This is an optimization exercise on Yosys and OpenROAD, whose aim is small area, a short achievable clock period and few clock cycles, not a production implementation.
Only simulation tests tie the RTL to the original design; equivalence was not proved.
Power and IR drop assume default switching activity.

`flow/config.mk`:
```
export PLATFORM = sky130hd
export DESIGN_NAME = aec_dec
export DESIGN_NICKNAME = aec_dec
export VERILOG_FILES = /design/flow/design.v
export SDC_FILE = /design/flow/constraint.sdc
export NUM_CORES = 4
export LEC_CHECK = 0
export CAP_MARGIN = 20
export CORE_MARGIN = 2
export CORE_UTILIZATION = 40
export SLEW_MARGIN = 20
```
`flow/constraint.sdc`:
```
create_clock -name core_clock -period 10.0 [get_ports {clk}]
set_input_delay 2.0000 -clock core_clock [delete_from_list [all_inputs] [get_ports {clk}]]
set_output_delay 2.0000 -clock core_clock [all_outputs]
set_load 0.01 [all_outputs]
```
`flow/design.v`:
```
module aec_dec (
    input  wire        clk,
    input  wire        rst,           
    input  wire        start,         
    input  wire        preset_sel,    
    input  wire [15:0] in_len,        
    input  wire [19:0] in_bits,       
    input  wire [15:0] out_cap,       
    output wire [15:0] in_addr,
    input  wire [7:0]  in_rdata,
    output wire [15:0] out_raddr,
    input  wire [7:0]  out_rdata,
    output reg         out_we,
    output reg  [15:0] out_waddr,
    output reg  [7:0]  out_wdata,
    output reg         busy,
    output reg         done,
    output wire        complete,
    output reg  [2:0]  stop_reason,
    output wire [15:0] out_len,
    output wire [19:0] out_bits
);
    localparam [1:0] CS_ALPHA = 2'd0, CS_NUM = 2'd1, CS_DELTA = 2'd2;
    localparam [2:0] SR_TERM = 3'd1, SR_TRUNC = 3'd2, SR_RSVD = 3'd3,
                     SR_BADREF = 3'd4, SR_FULL = 3'd5, SR_MAGIC = 3'd6;
    localparam [4:0]
        M_IDLE   = 5'd0,
        M_MAGIC  = 5'd1,
        M_TOK    = 5'd2,    
        M_SYMV   = 5'd3,    
        M_NUMV   = 5'd4,    
        M_P1SH   = 5'd5,    
        M_NIBSEL = 5'd6,    
        M_TSEL   = 5'd7,    
        M_CNT    = 5'd8,    
        M_DCHK   = 5'd9,    
        M_COPY   = 5'd10,   
        M_NIB    = 5'd11,   
        M_HYPH   = 5'd12,   
        M_BYTE   = 5'd13,   
        M_TCHK   = 5'd14,   
        M_TCH    = 5'd15,   
        M_UNI    = 5'd16,   
        M_DLT2   = 5'd17,   
        M_UTF    = 5'd18,   
        M_SEQ    = 5'd19,   
        M_FIN    = 5'd20,   
        M_DF     = 5'd21;   
    localparam [2:0] P_DM = 3'd0, P_DD = 3'd1, P_RPT = 3'd2, P_HEX = 3'd3,
                     P_BIN = 3'd4, P_TREM = 3'd5;
    function [8:0] vdec;
        input [7:0] c;
        begin
            casez (c)
            8'b00??????: vdec = {5'd0,  4'd2};
            8'b010?????: vdec = {5'd1,  4'd3};
            8'b011?????: vdec = {5'd2,  4'd3};
            8'b1000????: vdec = {5'd3,  4'd4};
            8'b1001????: vdec = {5'd4,  4'd4};
            8'b1010????: vdec = {5'd5,  4'd4};
            8'b1011????: vdec = {5'd6,  4'd4};
            8'b1100????: vdec = {5'd7,  4'd4};
            8'b11010???: vdec = {5'd8,  4'd5};
            8'b11011???: vdec = {5'd9,  4'd5};
            8'b111000??: vdec = {5'd10, 4'd6};
            8'b111001??: vdec = {5'd11, 4'd6};
            8'b111010??: vdec = {5'd12, 4'd6};
            8'b1110110?: vdec = {5'd13, 4'd7};
            8'b1110111?: vdec = {5'd14, 4'd7};
            8'b1111000?: vdec = {5'd15, 4'd7};
            8'b1111001?: vdec = {5'd16, 4'd7};
            8'b1111010?: vdec = {5'd17, 4'd7};
            8'b11110110: vdec = {5'd18, 4'd8};
            8'b11110111: vdec = {5'd19, 4'd8};
            default:     vdec = {5'd20 + {2'b00, c[2:0]}, 4'd8};    
            endcase
        end
    endfunction
    function [7:0] alpha_char;    
        input [4:0] i;
        begin
            case (i)
            5'd1:  alpha_char = 8'h20;
            5'd2:  alpha_char = "e";  5'd3:  alpha_char = "t";
            5'd4:  alpha_char = "a";  5'd5:  alpha_char = "o";
            5'd6:  alpha_char = "i";  5'd7:  alpha_char = "n";
            5'd8:  alpha_char = "s";  5'd9:  alpha_char = "r";
            5'd10: alpha_char = "l";  5'd11: alpha_char = "c";
            5'd12: alpha_char = "d";  5'd13: alpha_char = "h";
            5'd14: alpha_char = "u";  5'd15: alpha_char = "p";
            5'd16: alpha_char = "m";  5'd17: alpha_char = "b";
            5'd18: alpha_char = "g";  5'd19: alpha_char = "w";
            5'd20: alpha_char = "f";  5'd21: alpha_char = "y";
            5'd22: alpha_char = "v";  5'd23: alpha_char = "k";
            5'd24: alpha_char = "q";  5'd25: alpha_char = "j";
            5'd26: alpha_char = "x";  5'd27: alpha_char = "z";
            default: alpha_char = 8'h00;
            endcase
        end
    endfunction
    function [7:0] sym_char;      
        input [4:0] i;
        begin
            case (i)
            5'd0:  sym_char = 8'h22;  5'd1:  sym_char = 8'h7B;
            5'd2:  sym_char = 8'h7D;  5'd3:  sym_char = 8'h5F;
            5'd4:  sym_char = 8'h3C;  5'd5:  sym_char = 8'h3E;
            5'd6:  sym_char = 8'h3A;  5'd7:  sym_char = 8'h0A;
            5'd8:  sym_char = 8'h0D;
            5'd9:  sym_char = 8'h5B;  5'd10: sym_char = 8'h5D;
            5'd11: sym_char = 8'h5C;  5'd12: sym_char = 8'h3B;
            5'd13: sym_char = 8'h27;  5'd14: sym_char = 8'h09;
            5'd15: sym_char = 8'h40;  5'd16: sym_char = 8'h2A;
            5'd17: sym_char = 8'h26;  5'd18: sym_char = 8'h3F;
            5'd19: sym_char = 8'h21;  5'd20: sym_char = 8'h5E;
            5'd21: sym_char = 8'h7C;  5'd22: sym_char = 8'h0D;
            5'd23: sym_char = 8'h7E;  5'd24: sym_char = 8'h60;
            5'd25: sym_char = 8'h22;  5'd26: sym_char = 8'h22;
            default: sym_char = 8'h3C;
            endcase
        end
    endfunction
    function [7:0] num_char;      
        input [4:0] i;
        begin
            case (i)
            5'd1:  num_char = 8'h2C;  5'd2:  num_char = 8'h2E;
            5'd3:  num_char = 8'h30;  5'd4:  num_char = 8'h31;
            5'd5:  num_char = 8'h39;  5'd6:  num_char = 8'h32;
            5'd7:  num_char = 8'h35;  5'd8:  num_char = 8'h2D;
            5'd9:  num_char = 8'h2F;  5'd10: num_char = 8'h33;
            5'd11: num_char = 8'h34;  5'd12: num_char = 8'h36;
            5'd13: num_char = 8'h37;  5'd14: num_char = 8'h38;
            5'd15: num_char = 8'h28;  5'd16: num_char = 8'h29;
            5'd17: num_char = 8'h20;  5'd18: num_char = 8'h3D;
            5'd19: num_char = 8'h2B;  5'd20: num_char = 8'h24;
            5'd21: num_char = 8'h25;  5'd22: num_char = 8'h23;
            5'd23: num_char = 8'h3D;  5'd24: num_char = 8'h22;
            5'd25: num_char = 8'h3A;
            default: num_char = 8'h00;
            endcase
        end
    endfunction
    function is_digit;
        input [4:0] i;
        begin
            case (i)
            5'd3, 5'd4, 5'd5, 5'd6, 5'd7, 5'd10, 5'd11, 5'd12, 5'd13, 5'd14: is_digit = 1'b1;
            default: is_digit = 1'b0;
            endcase
        end
    endfunction
    function [7:0] seq_byte;
        input [2:0] s;
        input [1:0] j;
        begin
            case ({s, j})
            {3'd0, 2'd1}: seq_byte = 8'h3A;  {3'd0, 2'd2}: seq_byte = 8'h20;
            {3'd0, 2'd3}: seq_byte = 8'h22;
            {3'd1, 2'd1}: seq_byte = 8'h3A;  {3'd1, 2'd2}: seq_byte = 8'h20;
            {3'd2, 2'd1}: seq_byte = 8'h2F;
            {3'd3, 2'd1}: seq_byte = 8'h22;
            {3'd4, 2'd1}: seq_byte = 8'h3A;  {3'd4, 2'd2}: seq_byte = 8'h22;
            {3'd5, 2'd1}: seq_byte = 8'h2F;  {3'd5, 2'd2}: seq_byte = 8'h2F;
            default:      seq_byte = 8'h0A;
            endcase
        end
    endfunction
    function [1:0] seq_last;
        input [2:0] s;
        begin
            case (s)
            3'd0: seq_last = 2'd3;
            3'd1, 3'd4, 3'd5: seq_last = 2'd2;
            default: seq_last = 2'd1;
            endcase
        end
    endfunction
    function [4:0] tmpl_len;
        input [2:0] t;
        begin
            case (t)
            3'd0: tmpl_len = 5'd24;
            3'd1: tmpl_len = 5'd10;
            3'd2: tmpl_len = 5'd14;
            3'd3: tmpl_len = 5'd8;
            default: tmpl_len = 5'd0;
            endcase
        end
    endfunction
    function [7:0] tmpl_char;
        input [2:0] t;
        input [4:0] k;
        reg [191:0] s;
        begin
            case (t)
            3'd0: s = "tfff-of-tfTtf:rf:rf.fffZ";
            3'd1: s = {"tfff-of-tf", 112'd0};
            3'd2: s = {"(fff) fff-ffff", 80'd0};
            default: s = {"tf:rf:rf", 128'd0};
            endcase
            tmpl_char = s[191 - 8*k -: 8];
        end
    endfunction
    function [2:0] ph_width;
        input [7:0] c;
        begin
            case (c)
            "f", "F": ph_width = 3'd4;
            "r":      ph_width = 3'd3;
            "t":      ph_width = 3'd2;
            "o":      ph_width = 3'd1;
            default:  ph_width = 3'd0;
            endcase
        end
    endfunction
    function [7:0] hex_char;
        input [3:0] v;
        input       upper;
        begin
            if (v < 4'd10)  hex_char = 8'h30 + {4'd0, v};
            else if (upper) hex_char = 8'h37 + {4'd0, v};
            else            hex_char = 8'h57 + {4'd0, v};
        end
    endfunction
    reg [4:0]  mode;
    reg        preset;
    reg [1:0]  cs;
    reg        all_upper;
    reg [20:0] prev_cp;
    reg [31:0] W;           
    reg [5:0]  wv;          
    reg [19:0] rb;          
    reg [15:0] fa;          
    reg        pend;        
    reg [19:0] pos;         
    reg [19:0] tok;         
    reg [15:0] olen;        
    reg [16:0] wp;          
    reg [2:0]  cpur;        
    reg [21:0] acc;         
    reg [15:0] src;         
    reg        mbig;        
    reg        rpt;
    reg        cv;          
    reg        dsign;
    reg        uni;
    reg [1:0]  ei;
    reg [2:0]  sq;
    reg [1:0]  si;
    reg        hex_upper;
    reg        is_guid;
    reg [2:0]  tsel;
    reg [4:0]  tk;
    assign in_addr   = fa;
    assign out_raddr = src;
    assign out_len   = olen;
    assign out_bits  = tok;
    assign complete  = (stop_reason == SR_TERM);
    wire        eos   = (rb == 20'd0);
    wire [16:0] capx  = {1'b0, cap};
    reg  [15:0] cap;
    wire        wfits = (wp < capx);
    wire [8:0] V0 = vdec(W[31:24]);
    wire [8:0] V1 = vdec(W[27:20]);
    wire [4:0] v0i = V0[8:4];
    wire [3:0] v0l = V0[3:0];
    wire [4:0] v1i = V1[8:4];
    wire [3:0] v1l = V1[3:0];
    reg  [2:0]  cs_s;
    reg  [15:0] cs_f;
    reg  [4:0]  cs_n;
    always @* begin
        casez (W[31:28])
        4'b0???: begin cs_s = 3'd0; cs_f = {14'd0, W[30:29]}; cs_n = 5'd3;  end
        4'b10??: begin cs_s = 3'd1; cs_f = {12'd0, W[29:26]}; cs_n = 5'd6;  end
        4'b110?: begin cs_s = 3'd2; cs_f = {9'd0,  W[28:22]}; cs_n = 5'd10; end
        4'b1110: begin cs_s = 3'd3; cs_f = {5'd0,  W[27:17]}; cs_n = 5'd15; end
        default: begin cs_s = 3'd4; cs_f = W[27:12];          cs_n = 5'd20; end
        endcase
    end
    reg [16:0] cs_base;
    always @* begin
        case ({cpur == P_DM || cpur == P_DD, cpur == P_RPT, cs_s})
        {2'b10, 3'd0}: cs_base = 17'd5;
        {2'b10, 3'd1}: cs_base = 17'd9;
        {2'b10, 3'd2}: cs_base = 17'd25;
        {2'b10, 3'd3}: cs_base = 17'd153;
        {2'b10, 3'd4}: cs_base = 17'd2201;
        {2'b01, 3'd0}: cs_base = 17'd4;
        {2'b01, 3'd1}: cs_base = 17'd8;
        {2'b01, 3'd2}: cs_base = 17'd24;
        {2'b01, 3'd3}: cs_base = 17'd152;
        {2'b01, 3'd4}: cs_base = 17'd2200;
        {2'b00, 3'd1}: cs_base = 17'd4;
        {2'b00, 3'd2}: cs_base = 17'd20;
        {2'b00, 3'd3}: cs_base = 17'd148;
        {2'b00, 3'd4}: cs_base = 17'd2196;
        default:       cs_base = 17'd0;
        endcase
    end
    wire [16:0] cs_val  = {1'b0, cs_f} + cs_base;
    wire        cs_zero = (cs_s == 3'd0) && (W[30:29] == 2'b00);
    reg  [2:0]  ds_s;
    reg         ds_sign;
    reg  [20:0] ds_f;
    reg  [21:0] ds_base;
    reg  [4:0]  ds_n;
    always @* begin
        casez (W[31:27])
        5'b0????: begin ds_s = 3'd0; ds_sign = W[30]; ds_f = {15'd0, W[29:24]}; ds_base = 22'd0;     ds_n = 5'd8;  end
        5'b10???: begin ds_s = 3'd1; ds_sign = W[29]; ds_f = {9'd0,  W[28:17]}; ds_base = 22'd64;    ds_n = 5'd15; end
        5'b110??: begin ds_s = 3'd2; ds_sign = W[28]; ds_f = {7'd0,  W[27:14]}; ds_base = 22'd4160;  ds_n = 5'd18; end
        5'b1110?: begin ds_s = 3'd3; ds_sign = W[27]; ds_f = {5'd0,  W[26:11]}; ds_base = 22'd20544; ds_n = 5'd21; end
        5'b11110: begin ds_s = 3'd4; ds_sign = W[26]; ds_f = 21'd0;             ds_base = 22'd0;     ds_n = 5'd6;  end
        default:  begin ds_s = 3'd5; ds_sign = 1'b0;  ds_f = 21'd0;             ds_base = 22'd0;     ds_n = 5'd5;  end
        endcase
    end
    wire [21:0] ds_mag = {1'b0, ds_f} + ds_base;
    wire [20:0] cp_base = uni ? 21'd0 : prev_cp;
    wire [22:0] cp_sum  = {2'b00, cp_base} + {1'b0, acc};
    wire [22:0] cp_dif  = {2'b00, cp_base} - {1'b0, acc};
    wire        cp_bad  = dsign ? cp_dif[22] : (cp_sum > 23'h1FFFFF);
    wire [20:0] cp      = dsign ? cp_dif[20:0] : cp_sum[20:0];
    wire [7:0] tch = tmpl_char(tsel, tk);
    wire [2:0] tpw = ph_width(tch);
    always @(posedge clk) begin : seq
        reg        e_en;
        reg [7:0]  e_b;
        reg        x_en;
        reg [2:0]  x_reason;
        reg        c_en;         
        reg [5:0]  need;         
        reg [5:0]  k;            
        reg        rd;           
        reg        zr;
        reg [3:0]  ab;
        reg [31:0] wt;
        reg        take;
        reg [2:0]  z;
        e_en = 1'b0;  e_b = 8'd0;
        x_en = 1'b0;  x_reason = 3'd0;
        c_en = 1'b0;
        need = 6'd0;  k = 6'd0;  rd = 1'b0;
        case (mode)
        M_TOK: begin
            rd = 1'b1;
            if (cs == CS_DELTA) begin
                if (ds_s != 3'd5) need = {1'b0, ds_n};
                else case (W[26:25])
                    2'b01: need = 6'd9;
                    2'b00: need = preset ? 6'd7 : (W[24:23] == 2'b11) ? 6'd10 : 6'd9;
                    default: need = 6'd7;
                endcase
            end else if (v0i != 5'd0) begin
                need = {2'b00, v0l};
            end else if (preset) begin
                need = eos ? 6'd2 : (all_upper ? 6'd4 : 6'd6);
            end else begin
                casez (W[29:27])
                3'b00?: need = (cs == CS_NUM || all_upper) ? 6'd4 :
                               (v1i >= 5'd2) ? 6'd4 + {2'b00, v1l} :
                               (v1i == 5'd1) ? 6'd7 :
                               (W[25:24] == 2'b11) ? 6'd9 : 6'd8;
                3'b01?: need = 6'd4 + {2'b00, v1l};
                3'b10?: need = (v1i == 5'd0) ? 6'd6 : 6'd4 + {2'b00, v1l};
                default: need = 6'd5;
                endcase
            end
        end
        M_SYMV, M_NUMV, M_P1SH: begin rd = 1'b1; need = {2'b00, v0l}; end
        M_NIBSEL: begin
            rd = 1'b1;
            casez (W[31:27])
            5'b0????: need = 6'd1;
            5'b10???: need = 6'd2;
            5'b110??: need = 6'd3;
            5'b1110?: need = 6'd4;
            default:  need = 6'd5;
            endcase
        end
        M_TSEL: begin
            rd = 1'b1;
            casez (W[31:28])
            4'b0???: need = 6'd1;
            4'b10??: need = 6'd2;
            4'b110?: need = 6'd3;
            default: need = 6'd4;
            endcase
        end
        M_CNT:  begin rd = 1'b1; need = {1'b0, cs_n}; end
        M_UNI:  begin rd = 1'b1; need = {1'b0, ds_n}; end
        M_NIB:  begin rd = 1'b1; need = 6'd4; end
        M_DF:   begin rd = 1'b1; need = 6'd21; end
        M_BYTE: begin rd = 1'b1; need = 6'd8; end
        M_TCH:  begin rd = 1'b1; need = {3'b000, tpw}; end
        default: ;
        endcase
        if (mode == M_TOK)
            tok <= pos;
        if (rd && (need > wv)) begin
            if (eos) begin
                x_en = 1'b1; x_reason = SR_TRUNC;
            end
        end else begin
            case (mode)
            M_IDLE: begin
                if (start) begin
                    preset      <= preset_sel;
                    rb          <= (in_bits < {1'b0, in_len, 3'b000}) ? in_bits
                                                                     : {1'b0, in_len, 3'b000};
                    cap         <= out_cap;
                    pos         <= 20'd0;
                    tok         <= 20'd0;
                    olen        <= 16'd0;
                    wp          <= 17'd0;
                    cs          <= CS_ALPHA;
                    all_upper   <= 1'b0;
                    prev_cp     <= 21'd0;
                    busy        <= 1'b1;
                    done        <= 1'b0;
                    stop_reason <= 3'd0;
                    mode        <= M_MAGIC;
                end
            end
            M_MAGIC: begin
                if (eos) begin
                    x_en = 1'b1; x_reason = SR_TRUNC;
                end else if (!in_rdata[7]) begin
                    x_en = 1'b1; x_reason = SR_MAGIC;
                end else begin
                    k = 6'd1;
                    mode <= M_TOK;
                end
            end
            M_TOK: begin
                if (cs == CS_DELTA) begin
                    if (ds_s != 3'd5) begin
                        k = {1'b0, ds_n};
                        acc <= ds_mag; dsign <= ds_sign; uni <= 1'b0;
                        mode <= (ds_s == 3'd4) ? M_DF : M_DLT2;
                    end else begin
                        case (W[26:25])
                        2'b01: begin
                            k = 6'd9;
                            e_en = 1'b1;
                            case (W[24:23])
                            2'd0: e_b = 8'h20;
                            2'd1: e_b = 8'h2C;
                            2'd2: e_b = 8'h2E;
                            default: e_b = 8'h0A;
                            endcase
                            c_en = 1'b1;
                        end
                        2'b10: begin k = 6'd7; mode <= M_FIN; end           
                        2'b11: begin x_en = 1'b1; x_reason = SR_RSVD; end
                        default: begin
                            if (preset) begin
                                k = 6'd7; cs <= CS_ALPHA; c_en = 1'b1;      
                            end else begin
                                casez (W[24:22])
                                3'b00?: begin k = 6'd9; cs <= CS_ALPHA; c_en = 1'b1; end
                                3'b01?: begin k = 6'd9; mode <= M_SYMV; end
                                3'b10?: begin k = 6'd9; mode <= M_NUMV; end
                                3'b110: begin k = 6'd10; cpur <= P_DM; mode <= M_CNT; end
                                default: begin x_en = 1'b1; x_reason = SR_RSVD; end
                                endcase
                            end
                        end
                        endcase
                    end
                end else if (v0i != 5'd0) begin
                    k = {2'b00, v0l};
                    if (cs == CS_ALPHA) begin
                        e_en = 1'b1;
                        e_b  = (v0i != 5'd1 && all_upper) ? alpha_char(v0i) - 8'h20
                                                          : alpha_char(v0i);
                        c_en = 1'b1;
                    end else begin
                        if (v0i <= 5'd25) begin
                            e_en = 1'b1; e_b = num_char(v0i);
                        end
                        if (v0i <= 5'd22) begin
                            if (is_digit(v0i)) cs <= CS_NUM;
                            c_en = 1'b1;
                        end else if (v0i <= 5'd25) begin
                            sq <= v0i[2:0] - 3'd4; si <= 2'd1; mode <= M_SEQ;
                        end else if (v0i == 5'd26) begin
                            cpur <= P_RPT; mode <= M_CNT;
                        end else
                            mode <= M_FIN;                                  
                    end
                end else if (preset) begin
                    z = all_upper ? 3'd2 : 3'd4;
                    zr = !W[29] && (wv > 6'd2) && !W[28] && (wv > 6'd3) &&
                         (all_upper || (!W[27] && (wv > 6'd4) && !W[26] && (wv > 6'd5)));
                    if (zr) begin
                        k = {3'b000, z} + 6'd2; mode <= M_FIN;
                    end else if (all_upper) begin
                        k = 6'd2; all_upper <= 1'b0; c_en = 1'b1;          
                    end else begin
                        k = 6'd2; mode <= M_P1SH;
                    end
                end else begin
                    casez (W[29:27])
                    3'b00?: begin
                        if (cs == CS_NUM) begin
                            k = 6'd4; cs <= CS_ALPHA; c_en = 1'b1;         
                        end else if (all_upper) begin
                            k = 6'd4; all_upper <= 1'b0; c_en = 1'b1;      
                        end else if (v1i >= 5'd2) begin
                            k = 6'd4 + {2'b00, v1l};
                            e_en = 1'b1; e_b = alpha_char(v1i) - 8'h20;
                            c_en = 1'b1;
                        end else if (v1i == 5'd1) begin
                            k = 6'd7; cs <= CS_DELTA; c_en = 1'b1;         
                        end else if (W[25:24] == 2'b00) begin
                            k = 6'd8; all_upper <= 1'b1; c_en = 1'b1;      
                        end else begin
                            x_en = 1'b1; x_reason = SR_RSVD;
                        end
                    end
                    3'b01?: begin
                        k = 6'd4 + {2'b00, v1l};
                        e_en = 1'b1; e_b = sym_char(v1i);
                        if (v1i == 5'd8) begin
                            sq <= 3'd6; si <= 2'd1; mode <= M_SEQ;
                        end else if (v1i >= 5'd25) begin
                            sq <= v1i[2:0] - 3'd1; si <= 2'd1; mode <= M_SEQ;
                        end else
                            c_en = 1'b1;
                    end
                    3'b10?: begin
                        if (v1i == 5'd0) begin
                            k = 6'd6; mode <= M_NIBSEL;
                        end else begin
                            k = 6'd4 + {2'b00, v1l};
                            if (v1i <= 5'd25) begin
                                e_en = 1'b1; e_b = num_char(v1i);
                            end
                            if (v1i <= 5'd22) begin
                                if (is_digit(v1i)) cs <= CS_NUM;
                                c_en = 1'b1;
                            end else if (v1i <= 5'd25) begin
                                sq <= v1i[2:0] - 3'd4; si <= 2'd1; mode <= M_SEQ;
                            end else if (v1i == 5'd26) begin
                                cpur <= P_RPT; mode <= M_CNT;
                            end else
                                mode <= M_FIN;                              
                        end
                    end
                    3'b110: begin k = 6'd5; cpur <= P_DM; mode <= M_CNT; end
                    default: begin k = 6'd5; mode <= M_UNI; end
                    endcase
                end
            end
            M_P1SH: begin
                k = {2'b00, v0l};
                c_en = 1'b1;
                if (v0i >= 5'd2) begin
                    e_en = 1'b1; e_b = alpha_char(v0i) - 8'h20;
                end else if (v0i == 5'd1)
                    cs <= CS_DELTA;                                         
                else
                    all_upper <= 1'b1;                                      
            end
            M_SYMV: begin
                k = {2'b00, v0l};
                e_en = 1'b1; e_b = sym_char(v0i);
                if (v0i == 5'd8) begin
                    sq <= 3'd6; si <= 2'd1; mode <= M_SEQ;
                end else if (v0i >= 5'd25) begin
                    sq <= v0i[2:0] - 3'd1; si <= 2'd1; mode <= M_SEQ;
                end else
                    c_en = 1'b1;
            end
            M_NUMV: begin
                k = {2'b00, v0l};
                if (v0i == 5'd0)
                    mode <= M_NIBSEL;
                else begin
                    if (v0i <= 5'd25) begin
                        e_en = 1'b1; e_b = num_char(v0i);
                    end
                    if (v0i <= 5'd22) begin
                        if (is_digit(v0i)) cs <= CS_NUM;
                        c_en = 1'b1;
                    end else if (v0i <= 5'd25) begin
                        sq <= v0i[2:0] - 3'd4; si <= 2'd1; mode <= M_SEQ;
                    end else if (v0i == 5'd26) begin
                        cpur <= P_RPT; mode <= M_CNT;
                    end else
                        mode <= M_FIN;                                      
                end
            end
            M_NIBSEL: begin
                k = need;
                case (need)
                6'd1: mode <= M_TSEL;
                6'd2, 6'd4: begin
                    hex_upper <= (need == 6'd4); cpur <= P_HEX; mode <= M_CNT;
                end
                6'd3: begin
                    hex_upper <= 1'b0; is_guid <= 1'b1; tk <= 5'd0; mode <= M_NIB;
                end
                default: begin
                    if (W[27]) begin cpur <= P_BIN; mode <= M_CNT; end
                    else begin hex_upper <= 1'b1; is_guid <= 1'b1; tk <= 5'd0; mode <= M_NIB; end
                end
                endcase
            end
            M_TSEL: begin
                k = need;
                tsel <= (need == 6'd4 && W[28]) ? 3'd4 : need[2:0] - 3'd1;
                cpur <= P_TREM; mode <= M_CNT;
            end
            M_CNT: begin
                k = {1'b0, cs_n};
                case (cpur)
                P_DM: begin
                    src <= cs_val[15:0]; mbig <= cs_val[16];
                    cpur <= P_DD;
                end
                P_DD: begin
                    acc <= {5'd0, cs_val}; mode <= M_DCHK;
                end
                P_RPT: begin
                    if (olen == 16'd0) begin
                        x_en = 1'b1; x_reason = SR_BADREF;
                    end else begin
                        src <= olen - 16'd1; acc <= {5'd0, cs_val};
                        rpt <= 1'b1; cv <= 1'b0; mode <= M_COPY;
                    end
                end
                P_HEX: begin
                    acc <= {5'd0, cs_val}; is_guid <= 1'b0;
                    if (cs_zero) c_en = 1'b1; else mode <= M_NIB;
                end
                P_BIN: begin
                    acc <= {5'd0, cs_val};
                    if (cs_zero) c_en = 1'b1; else mode <= M_BYTE;
                end
                default: begin
                    acc <= {5'd0, cs_val}; mode <= M_TCHK;
                end
                endcase
            end
            M_DCHK: begin
                if (mbig || acc[16:0] > {1'b0, olen} || {1'b0, src} > acc[16:0]) begin
                    x_en = 1'b1; x_reason = SR_BADREF;
                end else begin
                    src <= olen - acc[15:0];
                    acc <= {6'd0, src};
                    rpt <= 1'b0; cv <= 1'b0; mode <= M_COPY;
                end
            end
            M_COPY: begin
                if (!rpt) src <= src + 16'd1;
                cv <= 1'b1;
                if (cv) begin
                    e_en = 1'b1; e_b = out_rdata;
                    acc <= acc - 22'd1;
                    if (acc[16:0] == 17'd1) c_en = 1'b1;
                end
            end
            M_NIB: begin
                k = 6'd4;
                e_en = 1'b1; e_b = hex_char(W[31:28], hex_upper);
                if (is_guid) begin
                    tk <= tk + 5'd1;
                    if (tk == 5'd31)
                        c_en = 1'b1;
                    else if (tk == 5'd7 || tk == 5'd11 || tk == 5'd15 || tk == 5'd19)
                        mode <= M_HYPH;
                end else begin
                    acc <= acc - 22'd1;
                    if (acc[16:0] == 17'd1) c_en = 1'b1;
                end
            end
            M_HYPH: begin
                e_en = 1'b1; e_b = 8'h2D; mode <= M_NIB;
            end
            M_BYTE: begin
                k = 6'd8;
                e_en = 1'b1; e_b = W[31:24];
                acc <= acc - 22'd1;
                if (acc[16:0] == 17'd1) c_en = 1'b1;
            end
            M_TCHK: begin
                if (tmpl_len(tsel) == 5'd0 || acc[16:0] > {12'd0, tmpl_len(tsel)}) begin
                    x_en = 1'b1; x_reason = SR_RSVD;
                end else if (acc[4:0] == tmpl_len(tsel))
                    c_en = 1'b1;
                else begin
                    acc <= {17'd0, tmpl_len(tsel) - acc[4:0]};
                    tk <= 5'd0;
                    mode <= M_TCH;
                end
            end
            M_TCH: begin
                k = {3'b000, tpw};
                e_en = 1'b1;
                if (tpw == 3'd0)       e_b = tch;
                else if (tch == "f")   e_b = hex_char(W[31:28], 1'b0);
                else if (tch == "F")   e_b = hex_char(W[31:28], 1'b1);
                else if (tpw == 3'd3)  e_b = {5'b00110, W[31:29]};
                else if (tpw == 3'd2)  e_b = {6'b001100, W[31:30]};
                else                   e_b = {7'b0011000, W[31]};
                tk <= tk + 5'd1;
                acc <= acc - 22'd1;
                if (acc[4:0] == 5'd1) c_en = 1'b1;
            end
            M_UNI: begin
                if (ds_s == 3'd5) begin
                    x_en = 1'b1; x_reason = SR_RSVD;
                end else begin
                    k = {1'b0, ds_n};
                    acc <= ds_mag; dsign <= ds_sign; uni <= 1'b1;
                    mode <= (ds_s == 3'd4) ? M_DF : M_DLT2;
                end
            end
            M_DF: begin
                k = 6'd21;
                acc <= {1'b0, W[31:11]} + 22'd86080;
                mode <= M_DLT2;
            end
            M_DLT2: begin
                if (cp_bad) begin
                    x_en = 1'b1; x_reason = SR_RSVD;
                end else begin
                    prev_cp <= cp;
                    e_en = 1'b1;
                    if (cp < 21'h80) begin
                        e_b = {1'b0, cp[6:0]}; c_en = 1'b1;
                    end else if (cp < 21'h800) begin
                        e_b = {3'b110, cp[10:6]}; ei <= 2'd0; mode <= M_UTF;
                    end else if (cp < 21'h10000) begin
                        e_b = {4'b1110, cp[15:12]}; ei <= 2'd1; mode <= M_UTF;
                    end else begin
                        e_b = {5'b11110, cp[20:18]}; ei <= 2'd2; mode <= M_UTF;
                    end
                end
            end
            M_UTF: begin
                e_en = 1'b1;
                case (ei)
                2'd0:    e_b = {2'b10, prev_cp[5:0]};
                2'd1:    e_b = {2'b10, prev_cp[11:6]};
                default: e_b = {2'b10, prev_cp[17:12]};
                endcase
                ei <= ei - 2'd1;
                if (ei == 2'd0) c_en = 1'b1;
            end
            M_SEQ: begin
                e_en = 1'b1; e_b = seq_byte(sq, si);
                si <= si + 2'd1;
                if (si == seq_last(sq)) c_en = 1'b1;
            end
            M_FIN: begin
                x_en = 1'b1; x_reason = SR_TERM;
            end
            default: mode <= M_IDLE;
            endcase
        end
        if (c_en) begin
            if (e_en && !wfits) begin
                x_en = 1'b1; x_reason = SR_FULL;
            end else begin
                olen <= wp[15:0] + {15'd0, e_en};
                mode <= M_TOK;
            end
        end
        out_we <= e_en && wfits && !x_en;
        if (e_en) begin
            out_waddr <= wp[15:0];
            out_wdata <= e_b;
            if (!wp[16]) wp <= wp + 17'd1;
        end
        ab = !pend ? 4'd0 : (rb[19:3] != 17'd0) ? 4'd8 : {1'b0, rb[2:0]};
        wt = W;
        if (ab != 4'd0) wt = W | ({in_rdata, 24'd0} >> wv);
        take = (wv + (pend ? 6'd8 : 6'd0)) <= 6'd24;
        if (mode == M_IDLE) begin
            W    <= 32'd0;
            wv   <= 6'd0;
            fa   <= start ? 16'd1 : 16'd0;
            pend <= start;
        end else begin
            W    <= wt << k;
            wv   <= wv + {2'b00, ab} - k;
            rb   <= rb - {16'd0, ab};
            pos  <= pos + {14'd0, k};
            fa   <= fa + {15'd0, take};
            pend <= take;
        end
        if (x_en) begin
            busy        <= 1'b0;
            done        <= 1'b1;
            stop_reason <= x_reason;
            if (x_reason == SR_TERM) tok <= pos;
            mode        <= M_IDLE;
            fa          <= 16'd0;
        end
        if (rst) begin
            mode        <= M_IDLE;
            busy        <= 1'b0;
            done        <= 1'b0;
            stop_reason <= 3'd0;
            olen        <= 16'd0;
            tok         <= 20'd0;
            out_we      <= 1'b0;
            fa          <= 16'd0;
            pend        <= 1'b0;
            W           <= 32'd0;
            wv          <= 6'd0;
        end
    end
endmodule
```
`flow/run.sh`:
```
#!/bin/bash
# synth_recipe.tcl (not shown) runs the flow's synth.tcl, then flattens the netlist and writes it again
# the make line also repeats each setting of config.mk as NAME=value (left out here)
make -C /OpenROAD-flow-scripts/flow DESIGN_CONFIG=/design/flow/config.mk WORK_HOME=/design/flow/orfs CLKGATE_MAP_FILE= SYNTH_SCRIPT=/design/flow/synth_recipe.tcl finish
```
==> results.sh <==
export IMPL_slew_headroom_pct=26.52
export IMPL_yosysUniqueCellTypes=118
export IMPL_io_buffers=170
export IMPL_num_rows=101
export IMPL_syn_area_um2=30600
export IMPL_crit_type="register to register"
export IMPL_ir_drop_mv=0.1227
export IMPL_final_max_slew_viol_count=0
export IMPL_num_io_pins=171
export IMPL_run_status="no timing/DRC/antenna violations"
export IMPL_cts_sinks=287
export IMPL_cts_clk_slew_worst_paths_ns=0.06
export IMPL_placed_cell_area_um2=33460
export IMPL_ys_flop_type="edfxtp_1"
export IMPL_power_frac_seq_pct=24.8
export IMPL_power_frac_clock_pct=18.3
export IMPL_die_area_um2=78740
export IMPL_timing_fmax_mhz=108.0
export IMPL_cts_buffers=37
export IMPL_fillCellCount=7659
export IMPL_crit_arrival_ns=9.57
export IMPL_grt_pass1_vias=30671
export IMPL_drt_iter0_markers=4406
export IMPL_antenna_left=0
export IMPL_clock_latency_ns=0.60
export IMPL_dp_hpwl_um=103400
export IMPL_cpMostUsedCell="ha_1"
export IMPL_slowest_delay_ns=0.59
export IMPL_hold_viol=0
export IMPL_start_kind="register"
export IMPL_synth_async_reset_ratio_pct=0
export IMPL_post_drt_wl_per_cell_um=26.42
export IMPL_dp_cells=5016
export IMPL_cp_max_fo=20
export IMPL_nets=4395
export IMPL_synthToLayoutAreaGrowth_pct=13.68
export IMPL_power_per_cell_area_nw_per_um2=227.1
export IMPL_ys_ff_latch=287
export IMPL_cts_tree="yes"
export IMPL_synth_seq_area_share_pct=24.27
export IMPL_fin_cells=5086
export IMPL_p_comb_share_pct=56.9
export IMPL_synth_edf_count=168
export IMPL_stdcell_area_um2=34790
export IMPL_gp_congestion=1.033
export IMPL_gr_total_overflow=0
export IMPL_yosys_warnings=1
export IMPL_core_um2=75820
export IMPL_die_h_um=280.6
export IMPL_intPower_mw=3.943
export IMPL_hold_path_class="register to register"
export IMPL_finalSetupTns_ns=0
export IMPL_drive_above_1_share_pct=6.990
export IMPL_rsz0062_at_grt="false"
export IMPL_fp_dieW_um=280.6
export IMPL_p_sw_share_pct=50.09
export IMPL_vias=32956
export IMPL_drv_cap=0
export IMPL_period_share_pct=92.60
export IMPL_switching_power_mw=3.958
export IMPL_viasPerCell=6.480
export IMPL_cp_end_kind="register"
export IMPL_grt_pass1_wl_um=199600
export IMPL_antenna_found_initial=5
export IMPL_cp_required_ns=10.31
export IMPL_first_pass_iters=10
export IMPL_routed_wirelength_um=134400
export IMPL_finalCriticalPeriod_ns=9.260
export IMPL_setup_viol_count_final=0
export IMPL_clockBufferDepth=3
export IMPL_netlist_instances=3988
export IMPL_initial_core_util_pct=40.36
export IMPL_avgSynthCellArea_um2=7.674
export IMPL_cts_root_buf="clkbuf_16"
export IMPL_drc=0
export IMPL_h_tree_depth=2
export IMPL_critical_path_slowest_cell="dfxtp_1"
export IMPL_grt_max_degree=49
export IMPL_p_leak_nw=13.32
export IMPL_syn_num_nets=4306
export IMPL_skew_ns=0.02984
export IMPL_tightest_slew_ns=1.094
export IMPL_grt_usage_pct=33.15
==> critical path: cells and delay by family (launching register included) <==
| kind | cells | cell delay, ns |
|---|---|---|
| AO/OA/AOI/OAI | 12 | 2.92 |
| buffers and inverters | 4 | 1.07 |
| flip-flops | 1 | 0.59 |
| adder cells (fa/ha/maj) | 4 | 1.43 |
| multiplexers | 1 | 0.41 |
| AND/OR/NAND/NOR | 12 | 2.36 |
| XOR/XNOR | 1 | 0.15 |
==> cell families after synthesis <==
group           synth area share, %
simple gates                  21.83
compound gates                28.36
buf+inv                       5.646
flops                         24.27
fa+ha+maj                     10.30
xor+xnor                      5.581
mux                           4.015
==> through the flow <==
stage               total power [mW]  utilization (%)  hold slack, ns  setup slack, ns
floorplan                      4.780                -          0.4348           0.1936
global placement               6.309            44.13          0.4650           0.5246
detailed placement             6.283            44.13          0.4649           0.3951
CTS                            7.750            45.85          0.4810           0.3077
global route                   8.317            45.88          0.5090           0.1132
finish                         7.900            45.88          0.4771           0.7403
==> Yosys cell counts (30+ instances only) <==
library cell,instances,share of area [%]
a211oi_1,40,0.98
a31oi_1,54,1.1
nor2b_1,62,1.3
xor2_1,70,2.0
nand3_1,134,2.2
nor2_1,402,4.9
o211ai_1,62,1.5
xnor2_1,120,3.4
mux2i_1,101,3.3
buf_2,36,0.59
nand2_1,393,4.8
o22ai_1,63,1.3
inv_1,183,2.2
or3_1,34,0.69
o21ai_0,236,3.9
clkbuf_1,158,1.9
a21oi_1,339,5.5
and3_1,33,0.67
ha_1,236,9.6
o221ai_1,38,1.1
edfxtp_1,168,16
nor3_1,121,2.0
o31ai_1,37,0.91
nand2b_1,58,1.2
dfxtp_1,119,7.8
nand4_1,30,0.61
a21o_1,61,1.5
a22oi_1,57,1.4
==> power by group through the flow <==
stage,logic (mW),registers (mW),clock network [mW]
final,4.50,1.96,1.44
after global routing,4.84,1.98,1.50
after floorplan,2.97,1.81,0
after CTS,4.35,1.95,1.46
after global placement,4.34,1.97,0
after detailed placement,4.31,1.97,0
==> path summary, 6_finish.rpt <==
path / startpoint / endpoint / slack (ns) / depth (start not counted)
max: W[26] / pos[19] / 0.74 / 34
max reg2reg: W[26] / pos[19] / 0.74 / 34
min: busy / busy / 0.48 / 2
min reg2reg: busy / busy / 0.48 / 2
==> flip-flops by register name, summed over array words and instances (netlist names), 17 cells and up <==
signal,flops
W,32
acc,22
pos,20
prev_cp,21
rb,20
tok,20
wp,17
==> cells in the final DEF (no fill, tap or decap), drive strengths merged, types with 33 or more instances in the layout <==
cell | netlist | routed
nor2 | 403 | 403
clkdlybuf4s50 | 0 | 169
nand2 | 396 | 396
a21oi | 342 | 342
o21ai | 263 | 263
and3 | 33 | 33
clkbuf | 159 | 43
nor3 | 122 | 122
a211oi | 41 | 41
nand2b | 58 | 58
or3 | 34 | 34
xnor2 | 121 | 121
a31oi | 55 | 55
o211ai | 62 | 62
xor2 | 71 | 71
ha | 236 | 236
dfxtp | 119 | 119
nand3 | 137 | 137
a21o | 61 | 61
edfxtp | 168 | 168
nor2b | 62 | 62
o221ai | 38 | 38
buf | 72 | 112
inv | 194 | 200
a22oi | 58 | 58
o31ai | 37 | 37
mux2i | 101 | 101
o22ai | 63 | 63
==> per-layer routing <==
metal	track usage [%]	up-vias	wire length, um
met2	50.96	1964	58400
met3	6.570	408	13360
met1	44.89	15633	55710
met5	0	-	38
li1	-	14945	-
met4	14.53	6	6845
==> what timing repair did <==
item | CTS | global route
resized for setup | 0 | 6
endpoints found under the setup margin | 0 | 14
setup buffers | 0 | 0
hold buffers | 0 | 0
==> cell type report <==
cell class	instances	area [um2]	area share (%)
timing repair buffer	281	2530	7.272
antenna	2	5.005	0.01439
clock inverter	25	281.5	0.8092
multi-input combinational	3267	21540	61.91
tap	978	1224	3.517
clock buffer	43	1021	2.935
sequential	287	7427	21.35
inverter	203	762.0	2.190
Testbench counts, summed over its fixed seeds: cycles 79,231.

## re-timing with driven ports
Ports are ideal in the flow. The routed layout listed here was re-timed in OpenROAD.
Step 1: set_driving_cell puts a clkbuf_16 on clk and a buf_2 on each other input, an assumption about the parent block.
Step 2 moves the port delays by t, midway between the first and last clock arrival at a register: inputs arrive t later, outputs are due t later. That takes back most of the time a late clock gives input paths.
a / b / c = ideal / step 1 / step 2; a / b = the first two.
t (ns): 0.649
slack for setup (ns): 0.740 / 0.740 / 0.740
clock arrival spread, ns: 0.030 / 0.030
After both steps setup and hold are still met in this run. The setup slack of this run moves by 0.000 ns with the drivers and by 0.000 ns with both steps.
